This is an optimization exercise on Yosys and OpenROAD, whose aim is small area, a short achievable clock period and few clock cycles per item, not a production implementation.
The RTL was checked by simulation tests, not by an equivalence proof against the original design.
Power and IR drop assume default switching activity.

**design/flow/run.sh**
```bash
#!/bin/bash
# synth_recipe.tcl (not shown) runs the flow's synth.tcl, then flattens the netlist and writes it again
# the make line also repeats each setting of config.mk as NAME=value (left out here)
make -C /OpenROAD-flow-scripts/flow DESIGN_CONFIG=/design/flow/config.mk WORK_HOME=/design/flow/orfs CLKGATE_MAP_FILE= SYNTH_SCRIPT=/design/flow/synth_recipe.tcl finish
```
**design/flow/config.mk**
```make
export PLATFORM = sky130hd
export DESIGN_NAME = babe_dectree
export DESIGN_NICKNAME = babe_dectree
export VERILOG_FILES = /design/flow/design.v
export SDC_FILE = /design/flow/constraint.sdc
export NUM_CORES = 4
export LEC_CHECK = 0
export CAP_MARGIN = 20
export CORE_MARGIN = 2
export CORE_UTILIZATION = 40
export PLACE_DENSITY = 0.6
export SLEW_MARGIN = 20
```
**design/flow/constraint.sdc**
```tcl
create_clock -name core_clock -period 6.0 [get_ports {clk}]
set_input_delay 1.2000 -clock core_clock [delete_from_list [all_inputs] [get_ports {clk}]]
set_output_delay 1.2000 -clock core_clock [all_outputs]
set_load 0.01 [all_outputs]
```
**design/flow/design.v**
```verilog
module babe_dectree (
    input  wire        clk,
    input  wire        rst,
    input  wire        start,
    input  wire        first,
    input  wire [15:0] img_w,
    input  wire [15:0] stripe_y,
    input  wire [15:0] stripe_h,
    output wire        busy,
    output wire        fault,
    input  wire        in_valid,
    input  wire [7:0]  in_data,
    output wire        in_ready,
    output wire        job_valid,
    input  wire        job_ready,
    output wire [15:0] job_x,
    output wire [15:0] job_y,
    output wire [15:0] job_w,
    output wire [15:0] job_h,
    output wire [23:0] job_pal,
    output wire [7:0]  job_idx
);
    reg        walking;          
    reg        busy_r;
    reg        fault_r;
    reg [16:0] bb;
    reg [4:0]  c;
    reg [15:0] x, y, w, h;
    reg [4:0]  nd;               
    reg [4:0]  na;               
    reg [15:0] gw, gh;
    reg        tv;
    reg        tdir;             
    reg [4:0]  td;               
    reg [4:0]  ta;
    reg [15:0] tw, th;
    reg        p2v;
    reg [4:0]  p2;
    reg [31:0] pend;
    reg        s_dir [0:31];
    reg [4:0]  s_a   [0:31];
    reg        s_pw  [0:31];
    reg        s_ph  [0:31];
    reg        jv;
    reg [15:0] jx, jy, jw, jh;
    reg [7:0]  ji;
    reg [31:0] ord;
    wire tb0 = bb[16];
    wire tb1 = bb[15];
    wire w_ge_h  = (w >= h);
    wire w_one   = (w == 16'd1);
    wire h_one   = (h == 16'd1);
    wire unsplit = w_one && h_one;
    wire dir_w   = w_ge_h && !w_one;         
    wire [15:0] w_lo = w >> 1;
    wire [15:0] h_lo = h >> 1;
    wire [15:0] w_hi = w - w_lo;
    wire [15:0] h_hi = h - h_lo;
    reg need;
    always @(*) begin
        need = 1'b0;
        if (c == 5'd0)
            need = 1'b1;
        else if (tb0) begin
            if (c < 5'd9) need = 1'b1;
            else if (c == 5'd9) need = tv;
        end else if (!unsplit) begin
            if (c == 5'd1) need = 1'b1;
            else if (tb1 && c < 5'd10) need = 1'b1;
        end
    end
    assign in_ready = walking && need && (c <= 5'd9);
    wire load = in_ready && in_valid;
    reg [24:0] av;
    always @(*) begin
        av = {bb, 8'd0};
        if (load) av = av | ({in_data, 17'd0} >> c);
    end
    wire [4:0] n_av = c + (load ? 5'd8 : 5'd0);
    wire job_free = !jv || job_ready;
    wire st_fault = walking && (c != 5'd0) && !tb0 && unsplit;
    wire st_merge = walking && (c >= 5'd2) && !tb0 && !unsplit && tb1 &&
                    (n_av >= 5'd10) && job_free;
    wire st_desc  = walking && (c != 5'd0) && !tb0 && !unsplit && !st_merge;
    wire st_leaf  = walking && (c != 5'd0) && tb0 && (n_av >= 5'd9) && job_free;
    wire [4:0] used = st_merge ? 5'd10 : st_leaf ? 5'd9 :
                      (st_desc || st_fault) ? 5'd1 : 5'd0;
    wire [4:0]  r_a  = s_a[p2];
    wire [4:0]  r_b  = p2 + 5'd1 - r_a;
    wire [15:0] r_fw = (r_a[4] ? 16'd0 : (gw >> r_a[3:0]));
    wire [15:0] r_fh = (r_b[4] ? 16'd0 : (gh >> r_b[3:0]));
    wire [15:0] r_w  = r_fw + {15'd0, s_pw[p2] ^ r_fw[0]};
    wire [15:0] r_h  = r_fh + {15'd0, s_ph[p2] ^ r_fh[0]};
    reg        q_v;
    reg [4:0]  q_d;
    integer i;
    always @(*) begin
        q_v = 1'b0;
        q_d = 5'd0;
        for (i = 0; i < 32; i = i + 1)
            if (pend[i] && (i < p2)) begin
                q_v = 1'b1;
                q_d = i;
            end
    end
    wire [15:0] px_a = st_merge ? (dir_w ? w_lo : 16'd0) : w;
    wire [15:0] px_b = (st_leaf && !tdir) ? tw : 16'd0;
    wire [15:0] py_a = st_merge ? (dir_w ? 16'd0 : h_lo) : h;
    wire [15:0] py_b = (st_leaf && tdir) ? th : 16'd0;
    wire [15:0] nx   = x + px_a - px_b;
    wire [15:0] ny   = y + py_a - py_b;
    wire walk_next = st_fault ? 1'b0 : (st_leaf && !tv) ? 1'b0 : walking;
    wire jv_next   = (st_leaf || st_merge) ? 1'b1 : (jv && !job_ready) ? 1'b1 : 1'b0;
    always @(posedge clk) begin
        if (rst) begin
            walking <= 1'b0;
            busy_r  <= 1'b0;
            fault_r <= 1'b0;
            jv      <= 1'b0;
        end else begin
            if (load || used != 5'd0) begin
                bb <= av[24:8] << used;
                c  <= n_av - used;
            end
            if (jv && job_ready) ord <= ord + 32'd1;
            if (jv && job_ready) jv <= 1'b0;
            if (!busy_r) begin
                if (start) begin
                    walking <= 1'b1;
                    fault_r <= 1'b0;
                    x   <= 16'd0;
                    y   <= stripe_y;
                    w   <= img_w;
                    h   <= stripe_h;
                    gw  <= img_w;
                    gh  <= stripe_h;
                    nd  <= 5'd0;
                    na  <= 5'd0;
                    tv  <= 1'b0;
                    p2v <= 1'b0;
                    pend <= 32'd0;
                    if (first) begin
                        c   <= 5'd0;
                        bb  <= 17'd0;
                        ord <= 32'd0;
                    end
                end
            end
            if (st_fault) begin
                walking <= 1'b0;
                fault_r <= 1'b1;
            end
            if (st_desc) begin
                pend[nd]  <= 1'b1;
                s_dir[nd] <= dir_w;
                s_a[nd]   <= na + {4'd0, dir_w};
                s_pw[nd]  <= dir_w ? w_hi[0] : w[0];
                s_ph[nd]  <= dir_w ? h[0] : h_hi[0];
                tv   <= 1'b1;
                tdir <= dir_w;
                td   <= nd;
                ta   <= na + {4'd0, dir_w};
                tw   <= dir_w ? w_hi : w;
                th   <= dir_w ? h : h_hi;
                p2v  <= tv;
                p2   <= td;
                if (dir_w) w <= w_lo;
                else       h <= h_lo;
                nd <= nd + 5'd1;
                na <= na + {4'd0, dir_w};
            end
            if (st_merge) begin
                jv <= 1'b1;
                jx <= x;
                jy <= y;
                jw <= dir_w ? w_lo : w;
                jh <= dir_w ? h : h_lo;
                ji <= av[22:15];
                x  <= nx;
                y  <= ny;
                if (dir_w) w <= w_hi;
                else       h <= h_hi;
                nd <= nd + 5'd1;
                na <= na + {4'd0, dir_w};
            end
            if (st_leaf) begin
                jv <= 1'b1;
                jx <= x;
                jy <= y;
                jw <= w;
                jh <= h;
                ji <= av[23:16];
                if (tv) begin
                    x  <= nx;
                    y  <= ny;
                    w  <= tw;
                    h  <= th;
                    nd <= td + 5'd1;
                    na <= ta;
                    pend[td] <= 1'b0;
                    tv  <= p2v;
                    tdir <= s_dir[p2];
                    td  <= p2;
                    ta  <= r_a;
                    tw  <= r_w;
                    th  <= r_h;
                    p2v <= q_v;
                    p2  <= q_d;
                end else begin
                    walking <= 1'b0;
                end
            end
            if (!busy_r) busy_r <= start;
            else         busy_r <= walk_next || jv_next;
        end
    end
    assign busy      = busy_r;
    assign fault     = fault_r;
    assign job_valid = jv;
    assign job_x     = jx;
    assign job_y     = jy;
    assign job_w     = jw;
    assign job_h     = jh;
    assign job_pal   = ord[31:8];
    assign job_idx   = ji;
endmodule
```
==> impl_metrics.ini <==
[sta]
slew_headroom_pct = 22.07
rsz0062_at_grt = true
hold_viol = 0
fin_skew_ps = 36.77
finalSetupViolations = 3
period_minus_slack_ps = 6065
slew_viol_final = 0
max_freq_ghz = 0.1649
period_share_pct = 101.1
worst_slew_pin_slew_ps = 1158
setup_ws_ps = -64.78

[die]
rows = 107
core_area_mm2 = 0.08528
dieWidth_um = 297.6
die_h_um = 297.6
floorplan.die_area_mm2 = 0.08858
start_util_pct = 40.44
num_io_pins = 162

[synthesis]
synth_edf_count = 569
syn_nets = 3404
yosysSeqAreaShare_pct = 50.07
synth_top_area_share_pct = 49.54
synth_top_cell_by_area = edfxtp_1
synth_cells = 3186
yosys-top-cells-count = edfxtp_1 (569), nand2_1 (323), nor2_1 (305), a21oi_1 (199), inv_1 (170)
ys.flop_type = edfxtp_1
ys_ff_latch = 578
synth-async-reset-ratio_pct = 0
synthesis.area_mm2 = 0.03449
ys_types = 99
syn_area_per_cell_um2 = 10.82
yosysMostFrequentCell = edfxtp_1
yosys-top-cells-area = edfxtp_1 (50%), ha_1 (4.4%), nand2_1 (3.5%), mux4_2 (3.5%), nor2_1 (3.3%)
ys_warn_count = 1

[worst_setup_path]
crit_path_end = x[14]
r2r-start = w[10]
cp.arrival_ps = 6540
setup.worst_path.start_class = flip-flop
crit_path_end_kind = flip-flop
slowest_delay_ps = 530
critPathKind = reg2reg
r2r_setup_slack_ps = -60
slowest_stage = or4_1
crit_required_ps = 6480
crit_fanout = 5
r2r_end = x[14]
reg2reg_depth = 32
startpoint = w[10]

[global_route]
grt_max_degree = 107
grt_first_pass_wirelength_um = 154400
grtUsageTotal_pct = 22.41
grt_pass1_vias = 25350
antenna_found_initial = 0
grt_remaining_overflow = 0

[place]
placed_cells = 4514
placed_area_mm2 = 0.03864
port_buffers = 161
dp_slack_ps = -425.0
gp_congestion = 0.9161
dp_hpwl_um = 71270

[cts]
ctsHoldBuffers = 0
clkSinkCount = 578
htree_levels = 3
clk_latency_ps = 630
clockRootBuffer = clkbuf_16
clk_pin_slew_ps = 60
cts_tree = built
cts_buffer_depth = 3
cts_buffers = 69

[power_and_ir_drop]
p_per_area_mw_per_mm2 = 390.6
p_leak_uw = 0.01527
peakVddDrop_mv = 0.2974

[run_status]
so_faults = negative setup slack
status = finished with violations

[drt]
avgViaCountPerCell = 5.653
drc = 0
vias = 26400
drt_iter0_drc = 2024
routedWlPerCell_um = 21.67
ant_nets = 0
first_pass_iters = 5
drt-total-wl_um = 101200

[min_path]
hold_class = reg2reg
min_from = y[13]

[cells_and_area]
final_nets = 3692
num-fill-cells = 7709
final_area_mm2 = 0.04154
area_delta_synth_final_pct = 20.45
final_cells = 4671
fin_util_pct = 48.71
drive_above_1_share_pct = 16.81
diodes = 0

[flow_run]
drv_cap = 0
## sequential cells by signal, summed over array words and instances, names as in the netlist, 17 cells and up, named ones only
register,cells
s_pw,32
pend,31
bb,17
s_ph,32
s_dir,32
ord,32
s_a,160
## cell families after synthesis
kind of cell / after synthesis / synth area share, %
multiplexers: 181 / 7.673
adder cells (fa/ha/maj): 156 / 6.400
AO/OA/AOI/OAI: 748 / 14.29
flip-flops: 578 / 50.07
buffers and inverters: 378 / 4.720
XOR/XNOR: 112 / 2.866
AND/OR/NAND/NOR: 1033 / 13.98
## power breakdown
part	internal, uW	switching [uW]	leakage, uW
combinational	2830	3910	0.00875
sequential	4990	295	0.00543
clock	2430	1780	0.00109
## routing by layer
layer / GRT usage, % / part of all wire (%) / up-vias
met5: 0 / 0 / -
met2: 35.70 / 46 / 951
li1: - / - / 12460
met4: 8.261 / 3.6 / 0
met3: 3.323 / 6.5 / 175
met1: 31.02 / 44 / 12820
## worst min path at each step
| stage | end | depth (start not counted) | slack (ps) |
|---|---|---|---|
| after floorplan | jx[1] | 0 | 430 |
| after global placement | jy[13] | 0 | 430 |
| after detailed placement | jy[13] | 0 | 430 |
| after CTS | jy[13] | 0 | 450 |
| after global routing | jy[13] | 0 | 450 |
| final | jy[13] | 0 | 450 |
## worst max-delay path: cells and delay by family (launching register included)
kind                       cells  cell delay, ps
AOI/OAI and AO/OA             13            1690
adders and majority gates      4            1140
buffers and inverters          7             720
DFF                            1             420
and+or+nand+nor                8            1940
## through the flow
stage | hold WS (ps) | power, uW | TNS (ps)
floorplan | 426.4 | 9780 | -368.3
global placement | 433.0 | 11730 | -2512
detailed placement | 434.6 | 11780 | -3476
CTS | 448.0 | 16110 | -5.454
global route | 449.0 | 17100 | -1537
finish | 448.8 | 16230 | -135.6
## repair_timing
item,CTS,global route
gates resized for setup,31,51
endpoints found under the setup margin,13,15
buffers inserted,17,18
pin swaps,44,64
cloned,0,0
## layout make-up
| class | count | area (um^2) | area share, % |
|---|---|---|---|
| Clock buffer | 79 | 1785 | 4.298 |
| Clock inverter | 45 | 470.5 | 1.132 |
| Inverter | 176 | 689.4 | 1.660 |
| Multi-Input combinational cell | 2230 | 16180 | 38.95 |
| Sequential cell | 578 | 17280 | 41.59 |
| Tap cell | 1144 | 1431 | 3.446 |
| Timing Repair Buffer | 419 | 3710 | 8.930 |
## layout by cell type (no fill, tap or decap), types with 37 or more instances in the layout
master | Yosys | layout
xnor2_1 | 59 | 58
edfxtp_1 | 569 | 569
inv_1 | 170 | 148
clkbuf_16 | 0 | 70
ha_1 | 122 | 108
nand3_1 | 98 | 98
o211ai_1 | 51 | 51
a21oi_1 | 199 | 182
buf_4 | 32 | 239
and3_1 | 37 | 37
mux2i_1 | 99 | 99
nor3_1 | 64 | 52
nor2_1 | 305 | 295
clkdlybuf4s50_1 | 0 | 161
a31oi_1 | 61 | 60
a22oi_1 | 46 | 46
xor2_1 | 52 | 51
o21ai_0 | 138 | 131
mux4_2 | 53 | 53
nand2_1 | 323 | 320
Testbench counts, summed over its fixed seeds: cycles 12,210, jobs 6,997.

what the ideal ports hide:
In the flow no input, the clock included, has a driving cell. The finished layout below was timed again as built, in two steps. Step 1, drivers: a clkbuf_16 drives clk and a buf_2 each remaining input, both assumed. Step 2 adds t to the input delays and takes it off the output delays; t is the mean of the earliest and latest rising clock arrival at the registers after step 1. Input paths then give back, and output paths get back, about the clock's delay inside the block. Slacks: ideal ports / drivers / drivers and shift; pairs: ideal ports / drivers.
t (ns): 0.673
setup slack, ns: -0.065 / -0.065 / -0.309
latest minus earliest clock arrival (ns): 0.037 / 0.037
The setup slack of this run moves by 0.000 ns with the drivers and by -0.244 ns with both steps.
